What follows belongs to an exercise in optimizing a design on an open flow for small area, a short achievable clock period and few clock cycles per item; a production flow would make more cautious choices. RTL that was checked went through simulation tests only; none was proved equivalent to the original. No activity file was given, so power comes from the tool's default toggle rates.

## pkt_validator
module pkt_validator (
    input  wire        clk,
    input  wire        rst,
    input  wire        in_valid,
    output wire        in_ready,
    input  wire [31:0] in_data,
    input  wire        in_last,
    input  wire [1:0]  in_count,
    output reg         res_valid,
    output wire [2:0]  res_err,
    output wire [5:0]  res_vmask,
    output reg  [2:0]  res_cause,
    output wire [15:0] res_crc_calc,
    output wire [15:0] res_crc_read,
    output wire [10:0] res_apid,
    output wire [13:0] res_seq,
    output wire [16:0] res_plen,
    output wire [7:0]  res_stype,
    output wire [7:0]  res_ssub,
    output wire [7:0]  res_dest,
    output wire [47:0] res_time
);
    function [15:0] t2;
        input [15:0] x;
        begin
            t2[0] = x[0] ^ x[4] ^ x[8] ^ x[11] ^ x[12];
            t2[1] = x[1] ^ x[5] ^ x[9] ^ x[12] ^ x[13];
            t2[2] = x[2] ^ x[6] ^ x[10] ^ x[13] ^ x[14];
  ...
clock: 5.0 ns
lec_check: 0
cap_margin: 20
core_margin: 2
core_utilization: 40
cts_cluster_diameter: 80
cts_cluster_size: 30
place_density: 0.6
setup_slack_margin: 2.7
slew_margin: 20
standard.sh (not shown) runs the stock make flow with config.mk's settings and CLKGATE_MAP_FILE= SYNTH_SCRIPT=/design/flow/synth_recipe.tcl, a recipe that flattens the netlist after the stock synthesis.
==> flow/flow/run.sh <==
#!/bin/bash
# The standard layout, with small buffers on the ports.
set -euo pipefail
bash standard.sh finish "BUFFER_PORTS_ARGS=-buffer_cell sky130_fd_sc_hd__buf_1" > standard.log 2>&1
Edit:
--- a/flow/design.v
+++ b/flow/design.v
@@ -113,14 +113,12 @@
     reg         b1, b2, b3;   
     reg  [14:0] bc;           
     reg         c_pos;        
     reg         c_zero;       
     reg         c_m1;         
     reg  [13:0] remb;
-    reg         re;
-    reg         remb_one;     
     reg  [1:0]  rl;
     reg  [15:0] crc;          
     reg  [1:0]  kc;           
     reg  [15:0] crc_rd;       
     reg         got_lo;       
     reg         f_ver, f_type, f_dfh, f_seg;
@@ -145,13 +143,13 @@
     wire h0 = ge2 && c_zero && (rl == 2'd0);
     wire        first_n  = v_r ? l_r : first;
     wire        b1_n     = v_r ? (first && !l_r) : b1;
     wire        ge2_n    = !first_n && !b1_n;
     wire        c_zero_n = !v_r ? c_zero :
                            b1   ? (lf_hi3 && (lfield[2:0] >= 3'd3) && (lfield[2:0] != 3'd7)) :
-                           c_pos ? remb_one :
+                           c_pos ? (remb == 14'd1) :
                            1'b0;
     wire [1:0]  rl_n     = (v_r && b1) ? lfield[1:0] + 2'd1 : rl;
     wire        zk_n     = ge2_n && c_zero_n;
     assign      in_lz    = (in_data[31:18] == 14'd0);
     reg         kill1, kill2, kill3;
     always @(posedge clk) begin
@@ -253,24 +251,21 @@
         if (v_r) begin
             if (first)
                 got_lo <= 1'b0;
             else if (lo_seen)
                 got_lo <= 1'b1;
             if (b1) begin
-                remb   <= lfield[15:2];
-                re     <= !(lfield[1] && lfield[0]);
-                remb_one <= (lfield[1] && lfield[0]) ? (lfield[15:2] == 14'd1) : (lfield[15:2] == 14'd2);
+                remb   <= lfield[15:2] - {13'd0, !(lfield[1] && lfield[0])};
                 rl     <= lfield[1:0] + 2'd1;
                 c_pos  <= !lf_hi3 || (lfield[2:0] == 3'd7);
                 c_zero <= lf_hi3 && (lfield[2:0] >= 3'd3) && (lfield[2:0] != 3'd7);
                 c_m1   <= lf_hi3 && (lfield[2:0] <= 3'd2);
             end else if (c_pos) begin
                 remb   <= remb - 14'd1;
-                remb_one <= re ? (remb == 14'd3) : (remb == 14'd2);
-                c_pos  <= !remb_one;
-                c_zero <= remb_one;
+                c_pos  <= (remb != 14'd1);
+                c_zero <= (remb == 14'd1);
             end else if (c_zero) begin
                 c_zero <= 1'b0;
                 c_m1   <= 1'b1;
             end
             if (l_r) begin
                 r_ok  <= l_ok;
The new run finished with timing, DRC and antenna clean; register-to-register slack gets better by 0.02 ns; final cell count is lower slightly; design area is lower by a few percent; maximum frequency is lower slightly; power is lower by a few percent; global-route usage is higher by 1.5 points; via count is lower slightly; core utilization is about the same; setup slack gets worse by 0.022 ns; hold slack gets worse by 0.0033 ns; synthesized area is lower slightly; clock skew is lower by 0.025 ns.
Testbench counts after the change, summed over its fixed seeds: cycles 113,228, packets 1,280.
Function not checked in the first run of this note: the RTL went through the layout flow alone.

==> afterwards: timing with drivers on the ports <==
In the flow no input, the clock included, has a driving cell. The finished layouts below were timed again as built, in two steps.
Step 1, drivers: a clkbuf_16 drives clk and a buf_2 each remaining input, both assumed.
Step 2 moves the port delays by t, midway between the first and last clock arrival at a register: inputs arrive t later, outputs are due t later. That takes back most of the time a late clock gives input paths.
Three values: no drivers, after step 1, after step 2; two values: the first two.
run | t (ns) | slack for setup (ns) | worst data-port slew with drivers (ns)
the first run | 0.543 | 2.682 / 2.626 / 2.604 | 0.09
the second run | 0.551 | 2.661 / 2.610 / 2.502 | 0.06
After both steps every run listed still meets setup and hold. The setup slack of the second run, which loses most, moves by -0.051 ns with the drivers and by -0.159 ns with both steps.
